This design comes from an exercise in tuning for small area, a short achievable clock period and few clock cycles on the open sky130 flow, not from production work.
The RTL was checked by simulation tests, not by an equivalence proof against the original design.

File: flow/flow/run.sh
#!/bin/bash
# The standard layout (the standard.sh, all ORFS steps unchanged), except
# that the port buffers inserted at global placement are a plain buffer
# (sky130_fd_sc_hd__buf_2) instead of the weakest buffer of the library,
# which is a delay cell. Every port still gets its buffer.
set -e
export BUFFER_PORTS_ARGS="-buffer_cell sky130_fd_sc_hd__buf_2"
bash standard.sh > standard.log 2>&1
File: flow/standard.sh
#!/bin/bash
# synth_recipe.tcl (not shown) runs the flow's synth.tcl, then flattens the netlist and writes it again
# the make line also repeats each setting of config.mk as NAME=value (left out here)
make -C /OpenROAD-flow-scripts/flow DESIGN_CONFIG=/design/flow/config.mk WORK_HOME=/design/flow/orfs CLKGATE_MAP_FILE= SYNTH_SCRIPT=/design/flow/synth_recipe.tcl "${@:-finish}"
File: flow/config.mk
export PLATFORM = sky130hd
export DESIGN_NAME = mgm_core
export DESIGN_NICKNAME = mgm_core
export VERILOG_FILES = /design/flow/design.v
export SDC_FILE = /design/flow/constraint.sdc
export NUM_CORES = 4
export LEC_CHECK = 0
export CAP_MARGIN = 20
export CORE_MARGIN = 2
export CORE_UTILIZATION = 50
export SETUP_SLACK_MARGIN = 3.6
export SLEW_MARGIN = 20
export TNS_END_PERCENT = 5
File: flow/constraint.sdc
create_clock -name core_clock -period 6.0 [get_ports {clk}]
set_input_delay 1.2000 -clock core_clock [delete_from_list [all_inputs] [get_ports {clk}]]
set_output_delay 1.2000 -clock core_clock [all_outputs]
set_load 0.01 [all_outputs]
File: flow/design.v
module mgm_core (
    input  wire         clk,
    input  wire         rst,           
    input  wire         cmd_valid,
    output wire         cmd_ready,
    input  wire [7:0]   cmd_word,
    input  wire [127:0] cmd_data,
    input  wire [255:0] cmd_key,
    output wire         rsp_valid,
    input  wire         rsp_ready,
    output wire [15:0]  rsp_word,
    output wire [127:0] rsp_data,
    output wire         creq_valid,
    input  wire         creq_ready,
    output wire [127:0] creq_data,
    input  wire         crsp_valid,
    input  wire [127:0] crsp_data,
    output wire         ckey_valid,
    output wire [255:0] ckey_data
);
    localparam integer D  = 16;           
    localparam integer M  = 128 / D;      
    localparam integer KO = 1;           
    localparam [2:0] OP_NOP     = 3'd0,
                     OP_SET_KEY = 3'd1,
                     OP_SET_IV  = 3'd2,
                     OP_UPDATE  = 3'd3,
                     OP_ENCRYPT = 3'd4,
                     OP_DECRYPT = 3'd5,
                     OP_DIGEST  = 3'd6;
    localparam [3:0] ST_OK        = 4'd0,
                     ST_ERR_OP    = 4'd1,
                     ST_ERR_LEN   = 4'd2,
                     ST_ERR_NOKEY = 4'd3,
                     ST_ERR_PHASE = 4'd4,
                     ST_ERR_ALIGN = 4'd5;
    localparam [2:0] PH_UNINIT = 3'd0,
                     PH_IVSET  = 3'd1,
                     PH_AD     = 3'd2,
                     PH_ENC    = 3'd3,
                     PH_DEC    = 3'd4,
                     PH_DONE   = 3'd5;
    localparam [2:0] E_IDLE = 3'd0,    
                     E_REQ  = 3'd1,    
                     E_WAIT = 3'd2,    
                     E_HOLD = 3'd3,    
                     E_MULW = 3'd4,    
                     E_PROD = 3'd5;    
    localparam [2:0] K_IVY = 3'd0,     
                     K_IVZ = 3'd1,     
                     K_KS  = 3'd2,     
                     K_H   = 3'd3,     
                     K_TAG = 3'd4;     
    function [127:0] mulx;
        input [127:0] b;
        begin
            mulx = {b[126:0], 1'b0} ^ (b[127] ? 128'h87 : 128'd0);
        end
    endfunction
    function [127:0] prefix_mask;
        input [4:0] n;
        integer i;
        begin
            for (i = 0; i < 16; i = i + 1)
                prefix_mask[127 - 8*i -: 8] = (i < n) ? 8'hff : 8'h00;
        end
    endfunction
    function [6:0] clmul4;
        input [3:0] a;
        input [3:0] b;
        integer i;
        begin
            clmul4 = 7'd0;
            for (i = 0; i < 4; i = i + 1)
                if (b[i]) clmul4 = clmul4 ^ ({3'd0, a} << i);
        end
    endfunction
    function [14:0] clmul8;
        input [7:0] a;
        input [7:0] b;
        reg [6:0] l, h, m;
        begin
            l = clmul4(a[3:0], b[3:0]);
            h = clmul4(a[7:4], b[7:4]);
            m = clmul4(a[3:0] ^ a[7:4], b[3:0] ^ b[7:4]) ^ l ^ h;
            clmul8 = {8'd0, l} ^ ({8'd0, m} << 4) ^ ({8'd0, h} << 8);
        end
    endfunction
    function [30:0] clmul16;
        input [15:0] a;
        input [15:0] b;
        reg [14:0] l, h, m;
        begin
            l = clmul8(a[7:0], b[7:0]);
            h = clmul8(a[15:8], b[15:8]);
            m = clmul8(a[7:0] ^ a[15:8], b[7:0] ^ b[15:8]) ^ l ^ h;
            clmul16 = {16'd0, l} ^ ({16'd0, m} << 8) ^ ({16'd0, h} << 16);
        end
    endfunction
    function [62:0] clmul32;
        input [31:0] a;
        input [31:0] b;
        reg [30:0] l, h, m;
        begin
            l = clmul16(a[15:0], b[15:0]);
            h = clmul16(a[31:16], b[31:16]);
            m = clmul16(a[15:0] ^ a[31:16], b[15:0] ^ b[31:16]) ^ l ^ h;
            clmul32 = {32'd0, l} ^ ({32'd0, m} << 16) ^ ({32'd0, h} << 32);
        end
    endfunction
    function [127:0] digit_mul;
        input [127:0] v;
        input [D-1:0] d;
        integer i, k;
        reg [127:0] t, acc;
        reg [127+D:0] p;
        reg [D-1:0] o;
        begin
            if (KO) begin
                p = {(128+D){1'b0}};
                for (k = 0; k < 128 / D; k = k + 1)
                    if (D == 16)
                        p = p ^ ({{(128+D-31){1'b0}}, clmul16(v[D*k +: D], d)} << (D*k));
                    else
                        p = p ^ ({{(128+D-63){1'b0}}, clmul32(v[D*k +: D], d)} << (D*k));
                o = p[127+D:128];
                digit_mul = p[127:0] ^ {{(128-D){1'b0}}, o} ^ {{(127-D){1'b0}}, o, 1'b0} ^
                            {{(126-D){1'b0}}, o, 2'b0} ^ {{(121-D){1'b0}}, o, 7'b0};
            end else begin
                acc = 128'd0;
                t   = v;
                for (i = 0; i < D; i = i + 1) begin
                    if (d[i]) acc = acc ^ t;
                    t = mulx(t);
                end
                digit_mul = acc;
            end
        end
    endfunction
    function [127:0] mulxd;
        input [127:0] v;
        integer i;
        reg [127:0] t;
        begin
            t = v;
            for (i = 0; i < D; i = i + 1)
                t = mulx(t);
            mulxd = t;
        end
    endfunction
    reg [2:0]   phase;
    reg         key_valid;
    reg         err_sticky;
    reg [127:0] Y;
    reg [127:0] Z;
    reg [127:0] sum;
    reg [60:0]  auth_size;      
    reg [60:0]  data_size;
    reg         ivl;            
    reg         sz_upd;         
    reg         b_valid;        
    reg         b_pend;         
    reg [2:0]   b_op;
    reg [4:0]   b_len;
    reg [3:0]   b_st;           
    reg         b_req;          
    reg [127:0] b_data;
    reg         cmd_ready_r;
    reg         key_rdy;        
    reg         req_pend_r;     
    reg [2:0]   ex_state;
    reg [2:0]   kind;
    reg [2:0]   cur_op;
    reg [4:0]   cur_len;
    reg [3:0]   cur_status;
    reg [4:0]   cur_rlen;
    reg         din;            
    reg         creq_valid_r;
    reg [127:0] creq_r;
    reg         early_ok;       
    reg         rsp_valid_r;
    reg [13:0]  rsp_word_r;
    reg [127:0] rsp_data_r;
    reg         qv;
    reg [127:0] Hq;
    reg [127:0] Bq;
    reg [127:0] V;
    reg [127:0] blk;
    wire [2:0] c_op  = cmd_word[2:0];
    wire [4:0] c_len = cmd_word[7:3];
    wire [3:0] c_auth4 = ivl ? 4'd0 : auth_size[3:0];
    wire [3:0] c_data4 = ivl ? 4'd0 : data_size[3:0];
    reg [3:0] chk_status;
    always @(*) begin
        chk_status = ST_OK;
        if (c_op == 3'd7)
            chk_status = ST_ERR_OP;
        else if (c_op == OP_NOP)
            chk_status = ST_OK;
        else if ((c_op == OP_SET_KEY && c_len != 5'd0) ||
                 (c_op == OP_SET_IV  && c_len != 5'd16) ||
                 (c_op >= OP_UPDATE  && c_len > 5'd16))
            chk_status = ST_ERR_LEN;
        else if (c_op == OP_SET_KEY)
            chk_status = ST_OK;
        else if (c_op == OP_SET_IV)
            chk_status = key_valid ? ST_OK : ST_ERR_NOKEY;
        else if ((c_op == OP_UPDATE  && !(phase == PH_IVSET || phase == PH_AD)) ||
                 (c_op == OP_ENCRYPT && !(phase == PH_IVSET || phase == PH_AD || phase == PH_ENC)) ||
                 (c_op == OP_DECRYPT && !(phase == PH_IVSET || phase == PH_AD || phase == PH_DEC)) ||
                 (c_op == OP_DIGEST  && !(phase == PH_IVSET || phase == PH_AD || phase == PH_ENC || phase == PH_DEC)))
            chk_status = ST_ERR_PHASE;
        else if ((c_op == OP_UPDATE && c_auth4 != 4'd0) ||
                 ((c_op == OP_ENCRYPT || c_op == OP_DECRYPT) && c_data4 != 4'd0))
            chk_status = ST_ERR_ALIGN;
    end
    wire c_req = (chk_status == ST_OK) &&
                 ((c_op == OP_SET_IV) || (c_op == OP_DIGEST) ||
                  ((c_op == OP_UPDATE || c_op == OP_ENCRYPT || c_op == OP_DECRYPT) && c_len != 5'd0));
    reg  [15:0]  lane_en;       
    wire [127:0] len_mask;
    genvar gl;
    generate
        for (gl = 0; gl < 16; gl = gl + 1) begin : g_lane
            assign len_mask[8*gl +: 8] = {8{lane_en[gl]}};
        end
    endgenerate
    wire [127:0] trailer  = {auth_size, 3'b000, data_size, 3'b000};
    wire         slot_free = !rsp_valid_r;                 
    wire         cur_in_b  = b_valid && !b_pend;      
    wire         cur_dat   = (cur_op == OP_ENCRYPT) || (cur_op == OP_DECRYPT);
    wire         arr       = (ex_state == E_WAIT) && crsp_valid;
    wire         early     = arr && early_ok;
    reg          fin;           
    reg          prod;          
    reg          rsp_we;        
    reg          src_b, src_r, src_c, src_m;
    reg          b_cons;        
    reg          b_inpl;        
    reg          set_din;
    reg          mload;         
    reg [1:0]    blk_src;       
    reg          issue;         
    reg          offer;         
    reg [2:0]    nkind;
    reg [2:0]    nstate;
    reg          y_ld, y_inc, z_ld, z_inc;
    wire mdone  = (blk == 128'd0);
    wire blk_z1 = (blk[127:D] == {(128-D){1'b0}});
    wire blk_z3 = (blk[127:3*D] == {(128-3*D){1'b0}});
    wire mstart = qv && blk_z1;
    wire gate_h = !mload && (!qv || blk_z3);
    always @(*) begin
        fin = 1'b0; prod = 1'b0; rsp_we = 1'b0;
        src_b = 1'b0; src_r = 1'b0; src_c = 1'b0; src_m = 1'b0;
        b_cons = 1'b0; b_inpl = 1'b0; set_din = 1'b0;
        mload = 1'b0; blk_src = 2'd0;
        issue = 1'b0; offer = 1'b0; nkind = kind; nstate = ex_state;
        y_ld = 1'b0; y_inc = 1'b0; z_ld = 1'b0; z_inc = 1'b0;
        case (ex_state)
            E_REQ: begin
                if (creq_ready) nstate = E_WAIT;
            end
            E_WAIT: begin
                if (crsp_valid) begin
                    case (kind)
                        K_IVY: begin
                            y_ld = 1'b1;
                            nkind = K_IVZ;
                            if (early) offer = 1'b1;
                            else issue = 1'b1;
                        end
                        K_IVZ: begin
                            z_ld = 1'b1;
                            if (slot_free) begin
                                prod = 1'b1; rsp_we = 1'b1; fin = 1'b1;
                            end else
                                nstate = E_PROD;
                        end
                        K_KS: begin
                            if (cur_len == 5'd16) y_inc = 1'b1;
                            if (din) begin
                                rsp_we = 1'b1; src_r = 1'b1; src_c = 1'b1; src_m = 1'b1;
                            end else if (slot_free) begin
                                rsp_we = 1'b1; src_b = 1'b1; src_c = 1'b1; src_m = 1'b1;
                                b_cons = 1'b1; set_din = 1'b1;
                            end else
                                b_inpl = 1'b1;
                            if (cur_op == OP_ENCRYPT) begin
                                nkind = K_H;
                                if (early) offer = 1'b1;
                                else if (gate_h) issue = 1'b1;
                                else nstate = E_HOLD;
                            end else begin
                                if (din || slot_free) begin
                                    prod = 1'b1; fin = 1'b1;
                                end else
                                    nstate = E_PROD;
                            end
                        end
                        K_H: begin
                            mload = 1'b1;
                            z_inc = 1'b1;
                            blk_src = din ? 2'd1 : (cur_op == OP_DIGEST) ? 2'd2 : 2'd0;
                            case (cur_op)
                                OP_UPDATE: begin
                                    if (cur_in_b) b_cons = 1'b1;
                                    if (slot_free) begin
                                        prod = 1'b1; rsp_we = 1'b1; fin = 1'b1;
                                    end else
                                        nstate = E_PROD;
                                end
                                OP_ENCRYPT: begin
                                    if (din) begin
                                        prod = 1'b1; fin = 1'b1;
                                    end else if (slot_free) begin
                                        rsp_we = 1'b1; src_b = 1'b1; src_m = 1'b1;
                                        b_cons = 1'b1; prod = 1'b1; fin = 1'b1;
                                    end else
                                        nstate = E_PROD;
                                end
                                OP_DECRYPT: begin
                                    nkind = K_KS;
                                    if (early) offer = 1'b1;
                                    else issue = 1'b1;
                                end
                                default: begin    
                                    nstate = E_MULW;
                                end
                            endcase
                        end
                        default: begin    
                            rsp_we = 1'b1; src_c = 1'b1; src_m = 1'b1;
                            prod = 1'b1; fin = 1'b1;
                        end
                    endcase
                end else if (cur_in_b && !din && slot_free) begin
                    rsp_we = 1'b1; src_b = 1'b1; src_m = 1'b1;
                    b_cons = 1'b1; set_din = 1'b1;
                end
            end
            E_HOLD: begin
                if (gate_h) begin
                    issue = 1'b1; nkind = K_H;
                end
            end
            E_MULW: begin
                if (mdone && !qv && slot_free) begin
                    issue = 1'b1; nkind = K_TAG;
                end
            end
            E_PROD: begin
                if (slot_free) begin
                    prod = 1'b1; rsp_we = 1'b1; fin = 1'b1;
                    if (cur_in_b) begin
                        b_cons = 1'b1;
                        if (cur_dat) begin
                            src_b = 1'b1; src_m = 1'b1;
                        end
                    end
                end
            end
            default: ;
        endcase
        if ((ex_state == E_REQ || ex_state == E_HOLD) && cur_in_b && !din && slot_free) begin
            rsp_we = 1'b1; src_b = 1'b1; src_m = 1'b1;
            b_cons = 1'b1; set_din = 1'b1;
        end
        if (issue) nstate = E_REQ;
        if (offer) nstate = creq_ready ? E_WAIT : E_REQ;
        if (fin) nstate = E_IDLE;
    end
    wire dispatch = b_pend && (ex_state == E_IDLE || fin);
    wire d_ok     = (b_st == ST_OK);
    wire d_setiv  = dispatch && d_ok && (b_op == OP_SET_IV);
    wire d_firsth = (b_op != OP_SET_IV) && (b_op != OP_ENCRYPT);    
    wire mgate_n = !qv || blk_z3;
    reg       nx_same, nx_ok;
    reg [2:0] nxk;
    always @(*) begin
        nx_same = 1'b0; nx_ok = 1'b0; nxk = K_H;
        case (kind)
            K_IVY: begin nx_same = 1'b1; nxk = K_IVZ; nx_ok = 1'b1; end
            K_KS:  if (cur_op == OP_ENCRYPT) begin nx_same = 1'b1; nxk = K_H; nx_ok = mgate_n; end
            K_H:   if (cur_op == OP_DECRYPT) begin nx_same = 1'b1; nxk = K_KS; nx_ok = 1'b1; end
                   else if (cur_op == OP_DIGEST) nx_same = 1'b1;
            default: ;
        endcase
        if (!nx_same) begin
            nxk   = d_firsth ? K_H : K_KS;
            nx_ok = b_pend && b_req &&
                    ((kind == K_TAG) || din || !rsp_valid_r) &&
                    ((b_op == OP_SET_IV) ||
                     (!d_firsth ? (kind != K_KS)
                                : ((kind == K_KS || kind == K_TAG) && mgate_n)));
        end
    end
    wire early_ok_n = ((ex_state == E_WAIT && !crsp_valid) || (ex_state == E_REQ && creq_ready)) && nx_ok;
    wire [127:0] Y_n = y_ld  ? crsp_data :
                       y_inc ? {Y[127:64], Y[63:0] + 64'd1} : Y;
    wire [127:0] Z_n = ivl     ? b_data :
                       z_ld    ? crsp_data :
                       z_inc   ? {Z[127:64] + 64'd1, Z[63:0]} : Z;
    wire [2:0] d_kind = (b_op == OP_SET_IV) ? K_IVY : d_firsth ? K_H : K_KS;
    reg [2:0] nb_kind;
    always @(*) begin
        case (ex_state)
            E_REQ, E_WAIT: begin
                nb_kind = d_kind;
                case (kind)
                    K_IVY: nb_kind = K_IVZ;
                    K_KS:  if (cur_op == OP_ENCRYPT) nb_kind = K_H;
                    K_H:   if (cur_op == OP_DECRYPT) nb_kind = K_KS;
                           else if (cur_op == OP_DIGEST) nb_kind = K_TAG;
                    default: ;
                endcase
            end
            E_HOLD:  nb_kind = K_H;
            E_MULW:  nb_kind = K_TAG;
            default: nb_kind = d_kind;
        endcase
    end
    reg [127:0] nb_block;
    always @(*) begin
        case (nb_kind)
            K_IVY:   nb_block = {1'b0, b_data[126:0]};
            K_IVZ:   nb_block = {1'b1, Z_n[126:0]};
            K_KS:    nb_block = Y_n;
            K_H:     nb_block = Z_n;
            default: nb_block = sum;
        endcase
    end
    wire creq_hold = creq_valid_r & !creq_ready;
    wire accept = cmd_valid && cmd_ready_r;
    wire is_key = (cmd_word == {5'd0, OP_SET_KEY});
    wire req_pend_now = creq_valid_r || (ex_state == E_HOLD) || (ex_state == E_MULW) ||
                        ((ex_state == E_WAIT) &&
                         ((kind == K_IVY) || (kind == K_KS && cur_op == OP_ENCRYPT) ||
                          (kind == K_H && (cur_op == OP_DECRYPT || cur_op == OP_DIGEST))));
    wire req_pend_n = req_pend_now || dispatch || issue || offer || early;
    wire b_free_d   = dispatch && (!b_req || b_op == OP_SET_IV || b_op == OP_DIGEST);
    wire b_valid_n  = accept || (b_valid && !b_cons && !b_free_d);
    wire cmd_ready_n = !b_valid_n && cmd_valid && !accept && !(is_key && req_pend_n);
    assign cmd_ready  = cmd_ready_r;
    assign ckey_valid = cmd_valid && key_rdy;
    assign ckey_data  = cmd_key;
    assign rsp_valid  = rsp_valid_r;
    assign rsp_word   = {2'b00, rsp_word_r};
    assign rsp_data   = rsp_data_r;
    assign creq_valid = creq_valid_r | (crsp_valid & early_ok);    
    assign creq_data  = creq_r;
    integer li;
    always @(posedge clk) begin
        if (accept) begin
            b_op   <= c_op;
            b_len  <= c_len;
            b_st   <= chk_status;
            b_req  <= c_req;
            b_data <= cmd_data;
        end else if (b_inpl)
            b_data <= (b_data ^ crsp_data) & len_mask;
        Y <= Y_n;
        Z <= Z_n;
        if (prod)
            rsp_word_r <= {err_sticky, key_valid, phase, cur_rlen, cur_status};
        if (rsp_we)
            rsp_data_r <= (({128{src_b}} & b_data) ^ ({128{src_r}} & rsp_data_r) ^
                           ({128{src_c}} & crsp_data)) & ({128{src_m}} & len_mask);
        if (!creq_hold)
            creq_r <= nb_block;
        if (mload) begin
            Hq <= crsp_data;
            case (blk_src)
                2'd0:    Bq <= b_data & len_mask;
                2'd1:    Bq <= rsp_data_r;
                default: Bq <= trailer;
            endcase
        end
        if (mstart)
            V <= Hq;
        else
            V <= mulxd(V);
        if (ivl)
            blk <= 128'd0;
        else if (mstart)
            blk <= Bq;
        else
            blk <= blk >> D;
        if (ivl)
            sum <= 128'd0;
        else
            sum <= sum ^ digit_mul(V, blk[D-1:0]);
        if (dispatch) begin
            cur_op     <= b_op;
            cur_len    <= b_len;
            for (li = 0; li < 16; li = li + 1)
                lane_en[li] <= (b_len > 5'd15 - li);
            cur_status <= b_st;
            cur_rlen   <= (d_ok && (b_op == OP_ENCRYPT || b_op == OP_DECRYPT || b_op == OP_DIGEST)) ? b_len : 5'd0;
            kind       <= d_kind;
        end else if (issue || offer)
            kind <= nkind;
        if (ivl) begin
            auth_size <= 61'd0;
            data_size <= 61'd0;
        end else if (sz_upd) begin
            if (cur_op == OP_UPDATE)
                auth_size <= {auth_size[60:4] + {56'd0, cur_len[4]}, cur_len[3:0]};
            else
                data_size <= {data_size[60:4] + {56'd0, cur_len[4]}, cur_len[3:0]};
        end
        if (rst) begin
            phase        <= PH_UNINIT;
            key_valid    <= 1'b0;
            err_sticky   <= 1'b0;
            b_valid      <= 1'b0;
            b_pend       <= 1'b0;
            cmd_ready_r  <= 1'b0;
            key_rdy      <= 1'b0;
            req_pend_r   <= 1'b0;
            ex_state     <= E_IDLE;
            din          <= 1'b0;
            early_ok     <= 1'b0;
            creq_valid_r <= 1'b0;
            rsp_valid_r  <= 1'b0;
            qv           <= 1'b0;
            ivl          <= 1'b0;
            sz_upd       <= 1'b0;
        end else begin
            b_valid     <= b_valid_n;
            if (accept)
                b_pend <= 1'b1;
            else if (dispatch)
                b_pend <= 1'b0;
            cmd_ready_r <= cmd_ready_n;
            key_rdy     <= cmd_ready_n && is_key;
            req_pend_r  <= req_pend_n;
            if (prod)
                rsp_valid_r <= 1'b1;
            else if (rsp_ready)
                rsp_valid_r <= 1'b0;
            if (early)
                creq_valid_r <= !creq_ready;
            else if (issue || (dispatch && b_req && !(d_firsth && !gate_h)))
                creq_valid_r <= 1'b1;
            else if (creq_ready)
                creq_valid_r <= 1'b0;
            early_ok <= early_ok_n;
            if (set_din) din <= 1'b1;
            if (fin) din <= 1'b0;
            if (dispatch) begin
                din <= 1'b0;
                if (!b_req)
                    ex_state <= E_PROD;
                else if (early)
                    ex_state <= creq_ready ? E_WAIT : E_REQ;
                else if (!d_firsth || gate_h)
                    ex_state <= E_REQ;
                else
                    ex_state <= E_HOLD;
            end else
                ex_state <= nstate;
            ivl <= d_setiv;
            sz_upd <= dispatch && d_ok && (b_op == OP_UPDATE || b_op == OP_ENCRYPT || b_op == OP_DECRYPT);
            if (ivl)
                qv <= 1'b0;
            else if (mload)
                qv <= 1'b1;
            else if (mstart)
                qv <= 1'b0;
            if (dispatch) begin
                if (!d_ok)
                    err_sticky <= 1'b1;
                else begin
                    case (b_op)
                        OP_SET_KEY: begin
                            key_valid <= 1'b1;
                            phase     <= PH_UNINIT;
                        end
                        OP_SET_IV: begin
                            phase      <= PH_IVSET;
                            err_sticky <= 1'b0;
                        end
                        OP_UPDATE:  if (b_len != 5'd0) phase <= PH_AD;
                        OP_ENCRYPT: if (b_len != 5'd0) phase <= PH_ENC;
                        OP_DECRYPT: if (b_len != 5'd0) phase <= PH_DEC;
                        OP_DIGEST:  phase <= PH_DONE;
                        default: ;
                    endcase
                end
            end
        end
    end
endmodule
==> results_dict.tcl, run 1 <==
set metrics [dict create \
    top_layer "met5" \
    final_cell_mix "nand2_1, xnor2_1, nor2_1, dfxtp_1, edfxtp_1" \
    r2r_start "blk[13]" \
    vias 82600 \
    first_global_vias 74300 \
    syn_area_um2 87200 \
    drive_gt1_share_pct 21.7 \
    slowest_delay_ps 420 \
    rsz0062_at_grt "true" \
    die_y_um 422 \
    clk_latency_ps 850 \
    grt_max_degree 171 \
    drv_slew 0 \
    cp.required_ps 6690 \
    wl_met3_mm 61.9 \
    ys.flop_type "dfxtp_1" \
    layout_commonest_cell "nand2_1" \
    fin_util_pct 62.8 \
    design.core.area_um2 174000 \
    hp-start "cur_rlen[1]" \
    r2r_slack_ps 2860 \
    ys_types 93 \
    slowest_stage "xor3_1" \
    n_fill_cell 14600 \
    synth_top_area_cell "edfxtp_1" \
    antenna_found_initial 56 \
    end_kind "register" \
    cp.depth 12 \
    finClkSkew_ps 61.7 \
    worst-setup-path-type "register to register" \
    fp.dieW_um 422 \
    setup_viol 0 \
    wl_mm 434 \
    period_minus_slack_ps 3140 \
    avgSynthCellArea_um2 8.61 \
    finalNetCount 11200 \
    finalNonFillerCells 13200 \
    yosys_warnings 1 \
    vias_per_cell 6.25 \
    post-route-period-util_pct 52.4 \
    htreeDepth 4 \
    rows 153 \
    cts.clk_slew.worst_paths_ps 70 \
    start_kind "register" \
    drc 0 \
    cts_tree "yes" \
    cts.sinks 1481 \
    slew_headroom_pct 24.7 \
    cp_top_family "XOR/XNOR gates" \
    port_buffers 542 \
    worst_path_most_repeated_cell "xnor2_2" \
    yosys-top-cells-area "edfxtp_1, dfxtp_1, xnor2_1" \
    hold_path_depth 0 \
    pin_count 1058 \
    dp_hpwl_mm 281 \
    start_util_pct 50.2 \
    cap_violations 0 \
    cp_data_arrival_time_ps 3830 \
    postCtsHoldBufs 0 \
    postSynth.asyncResetShare_pct 0 \
    worst_slew_pin_slew_ps 1130 \
    gr-total-overflow 0 \
    cts_inserted_buffers 167 \
    ant_nets 0 \
    wl_met2_mm 175 \
    ys_ff_latch 1481 \
    gp_congestion 1.03 \
    synth_top_area_share_pct 24.1 \
    wirelength_met1_mm 157 \
    reg2reg_to "sum[8]" \
    hold_viol_final 0 \
    die_area_um2 178000 \
    max_freq_mhz 318 \
    path_cells "xnor2_4 -> buf_12 -> buf_4 -> nor2_1 -> xnor2_2 -> xnor2_2 -> xor3_1 -> xnor2_2 -> buf_6 -> xnor3_1 -> xnor2_1 -> nor2_1" \
    crit_start "blk[13]" \
    outcome "complete, no violations" \
    crit_fanout 13 \
    syn_to_final_growth_pct 25.0 \
    synth_edf_count 700 \
    post-place-ws_ps 1430 \
    cp_num_buf_inv 3 \
    hp-class "register to register" \
    cts.path.max_buffers 3 \
    grt_usage_pct 45.4 \
    grt_pass1_wl_mm 574 \
    timing.final.ws_setup_ps 2860 \
    reg2regPathDepth 12 \
    post_drt_wl_per_cell_um 32.8 \
    ys_seq_area_share_pct 42.0 \
    clockRootBuffer "clkbuf_16" \
    synth_cells 10100 \
    dp_cells 12200 \
    min_to "rsp_word_r[5]" \
    drt_first_pass_iters 7 \
    drt_iter0_markers 13500 \
]
Yosys cell counts, drive strengths merged (60+ instances only):
cell type / number
nand2: 2072
a21oi: 433
mux2i: 84
nand3: 103
nor2: 1246
xnor2: 1518
a22o: 131
nor3: 168
dfxtp: 781
xor2: 720
buf: 394
o21ai: 290
inv: 60
and2: 70
a22oi: 191
and3: 136
nor4: 64
clkbuf: 533
edfxtp: 700
final cells by class:
type                            count  area, µm²  share of cell area (%)
Tap cell                         2325       2910                    2.67
Sequential cell                  1481      36800                    33.7
Clock buffer                      219       4560                    4.18
Clock inverter                     97       1260                    1.16
Timing Repair Buffer             1315      12300                    11.3
Inverter                           60        240                   0.220
Antenna cell                       41        103                  0.0941
Multi-Input combinational cell   7686      50900                    46.7
timing repair:
item                                     CTS  global route
endpoints found under the setup margin  2265          2050
resized for setup                        700           589
setup buffers                            350           230
pin swaps                                248           319
gates cloned                              86            16
worst max-delay path by stage:
stage / endpoint / slack [ps]
after CTS: sum[63] / 2950
final: sum[8] / 2860
after global routing: creq_r[115] / 2800
after global placement: creq_r[48] / 1440
after detailed placement: creq_r[48] / 1430
after floorplan: creq_r[68] / -700
per-stage QoR:
step / area (µm²) / hold slack [ps] / TNS [ps]
after detailed placement: 89900 / 406 / 0
final: 109000 / 419 / 0
after floorplan: 87300 / 400 / -74040
after global placement: 89900 / 405 / 0
after global routing: 109000 / 431 / 0
after CTS: 104000 / 427 / 0
layer usage:
| layer | track usage, % | up-vias |
|---|---|---|
| li1 | - | 34500 |
| met3 | 13.4 | 1696 |
| met1 | 59.7 | 39500 |
| met4 | 32.0 | 16 |
| met2 | 63.6 | 6845 |
| met5 | 0 | - |
cells by family (layout without fill, tap and decap cells):
kind of cell	count (synthesis)	in the layout	synth area share, %
simple gates	4072	4090	19.6
xor+xnor	2250	2252	22.8
flops	1481	1481	42.0
compound gates	1240	1248	8.98
buf+inv	987	1691	5.47
mux	85	85	0.977
fa+ha+maj	8	8	0.109
other cells	1	44	0.00430
state kept, by name, summed over array words and instances (netlist names), 5 cells and up:
| signal | flops |
|---|---|
| Bq | 128 |
| b_len | 5 |
| Y | 128 |
| rsp_data_r | 128 |
| rsp_word_r | 13 |
| cur_rlen | 5 |
| V | 128 |
| cur_len | 5 |
| lane_en | 16 |
| Hq | 128 |
| sum | 128 |
| creq_r | 128 |
| b_data | 128 |
| Z | 128 |
| data_size | 61 |
| auth_size | 61 |
| blk | 128 |
Testbench counts, summed over its fixed seeds: cycles 32,642.
==> run 2: changes to the inputs <==
--- a/flow/config.mk
+++ b/flow/config.mk
@@ -8,6 +8,6 @@
 export CAP_MARGIN = 20
 export CORE_MARGIN = 2
-export CORE_UTILIZATION = 50
-export SETUP_SLACK_MARGIN = 3.6
+export CORE_UTILIZATION = 55
+export SETUP_SLACK_MARGIN = 3.4
 export SLEW_MARGIN = 20
 export TNS_END_PERCENT = 5
==> results_dict.tcl, run 2 <==
set metrics [dict create \
    avgSynthCellArea_um2 8.61 \
    rsz0062_at_grt "true" \
    drt_iter0_markers 14300 \
    gr-total-overflow 0 \
    ant_nets 0 \
    ys_ff_latch 1481 \
    cp.required_ps 6570 \
    gp_congestion 1.02 \
    hp-class "register to register" \
    max_freq_mhz 312 \
    worst_slew_pin_slew_ps 1250 \
    clk_latency_ps 840 \
    cts.clk_slew.worst_paths_ps 60 \
    ys.flop_type "dfxtp_1" \
    period_minus_slack_ps 3200 \
    die_y_um 402 \
    cts.path.max_buffers 3 \
    clockRootBuffer "clkbuf_16" \
    hold_path_depth 2 \
    setup_viol 0 \
    grt_usage_pct 48.7 \
    reg2reg_to "creq_r[37]" \
    grt_pass1_wl_mm 560 \
    cts_tree "yes" \
    synth_cells 10100 \
    fp.dieW_um 402 \
    fin_util_pct 66.9 \
    outcome "complete, no violations" \
    synth_top_area_share_pct 24.1 \
    slew_headroom_pct 16.4 \
    post_drt_wl_per_cell_um 32.6 \
    cap_violations 0 \
    r2r_start "kind[2]" \
    reg2regPathDepth 10 \
    synth_edf_count 700 \
    syn_to_final_growth_pct 21.2 \
    n_fill_cell 12600 \
    end_kind "register" \
    finClkSkew_ps 44.6 \
    drt_first_pass_iters 7 \
    synth_commonest_cells "nand2_1, xnor2_1, nor2_1, dfxtp_1, xor2_1" \
    pin_count 1058 \
    die_area_um2 162000 \
    ys_seq_area_share_pct 42.0 \
    min_to "V[86]" \
    postSynth.asyncResetShare_pct 0 \
    final_cell_mix "nand2_1, xnor2_1, nor2_1, dfxtp_1, xor2_1" \
    crit_fanout 60 \
    start_kind "register" \
    post-route-period-util_pct 53.4 \
    layout_commonest_cell "nand2_1" \
    ys_types 93 \
    htreeDepth 4 \
    hold_viol_final 0 \
    dp_hpwl_mm 275 \
    synth_top_area_cell "edfxtp_1" \
    rows 146 \
    hp-start "Hq[86]" \
    yosysMostFrequentCell "nand2_1" \
    yosys_warnings 1 \
    wl_mm 419 \
    first_global_vias 73800 \
    antenna_found_initial 61 \
    vias_per_cell 6.36 \
    cp_data_arrival_time_ps 3770 \
    cts_inserted_buffers 165 \
    cts.sinks 1481 \
    drc 0 \
    design.core.area_um2 158000 \
    dp_cells 11900 \
    worst-setup-path-type "register to register" \
    grt_max_degree 165 \
    drv_slew 0 \
    syn_area_um2 87200 \
    yosys-top-cells-area "edfxtp_1, dfxtp_1, xnor2_1" \
    vias 81800 \
    drive_gt1_share_pct 18.7 \
    port_buffers 542 \
    finalNonFillerCells 12900 \
    finalNetCount 11100 \
    r2r_slack_ps 2800 \
    start_util_pct 55.2 \
]
run 2: cell families (layout without fill, tap and decap cells):
| kind of cell | Yosys count | in the layout | synth area share (%) |
|---|---|---|---|
| simple gates | 4072 | 4086 | 19.6 |
| fa+ha+maj | 8 | 8 | 0.109 |
| other cells | 1 | 43 | 0.00430 |
| compound gates | 1240 | 1248 | 8.98 |
| flops | 1481 | 1481 | 42.0 |
| xor+xnor | 2250 | 2251 | 22.8 |
| mux | 85 | 85 | 0.977 |
| buf+inv | 987 | 1586 | 5.47 |
run 2: critical path: stages (launching register included):
cell	delay, ps
edfxtp_1	480
buf_4	180
buf_6	110
buf_4	210
or3_4	490
nor2_1	220
nor2_4	90
buf_12	230
nor2_1	630
a31oi_1	90
o31a_1	140
run 2: final cells by class:
| cell class | instances | area [µm²] | area share [%] |
|---|---|---|---|
| clock buffers | 234 | 4830 | 4.57 |
| clock inverters | 77 | 990 | 0.937 |
| inverters | 60 | 236 | 0.224 |
| multi-input cells | 7681 | 49000 | 46.4 |
| well taps | 2072 | 2590 | 2.45 |
| repair buffers | 1215 | 11100 | 10.5 |
| flip-flops and latches | 1481 | 36800 | 34.8 |
| diodes | 40 | 100 | 0.0947 |
run 2: stage by stage:
stage | setup TNS [ps] | setup slack, ps | cell area (µm²) | hold WS [ps]
CTS | 0 | 2890 | 103000 | 421
floorplan | -74040 | -698 | 87300 | 400
global route | 0 | 2780 | 106000 | 437
detailed placement | 0 | 1390 | 89500 | 410
finish | 0 | 2800 | 106000 | 424
global placement | 0 | 1420 | 89500 | 406
run 2: routing by layer:
metal	track usage (%)	up-vias	part of all wire (%)
li1	-	34300	-
met5	0.149	-	0.061
met1	62.8	38800	36
met2	67.8	7032	40
met3	18.1	1754	16
met4	32.0	20	8.6
run 2: worst max-delay path by stage:
stage	to	from	depth (start not counted)	slack, ps
finish	creq_r[37]	kind[2]	10	2800
floorplan	creq_r[68]	crsp_valid	9	-700
detailed placement	creq_r[48]	crsp_valid	10	1390
global route	creq_r[115]	kind[0]	11	2780
CTS	ex_state[1]	blk[65]	9	2890
global placement	creq_r[48]	crsp_valid	10	1420
run 2: repair_timing:
item	in CTS	in global routing
hold buffers	0	0
setup buffers	354	126
endpoints found under the setup margin	1946	1586
endpoints found under the hold margin	0	0
cloned	62	27
pin swaps	181	127
resized for setup	592	294

[port drivers added, routing unchanged]
How much do the figures lean on ideal ports? The routed layouts below were timed once more, with nothing changed but the port constraints. Step 1, drivers: a clkbuf_16 drives clk and a buf_2 each remaining input, both assumed. Step 2 adds t to the input delays and takes it off the output delays; t is the mean of the earliest and latest rising clock arrival at the registers after step 1. Input paths then give back, and output paths get back, about the clock's delay inside the block. Slacks: ideal ports / drivers / drivers and shift; pairs: ideal ports / drivers.
| run | t (ns) | setup WS [ns] | worst register clock-pin slew, ns | worst slew at a driven data input, ns | cell pins on the clock port's net |
|---|---|---|---|---|---|
| run 1 | 0.923 | 2.855 / 2.733 / 1.896 | 0.08 / 0.08 | 0.19 | 1 |
| run 2 | 0.911 | 2.798 / 2.790 / 1.879 | 0.08 / 0.08 | 0.18 | 1 |
After both steps every run listed still meets setup and hold. For run 1, which loses most, drivers alone change the setup slack by -0.122 ns; drivers and shift together by -0.959 ns.
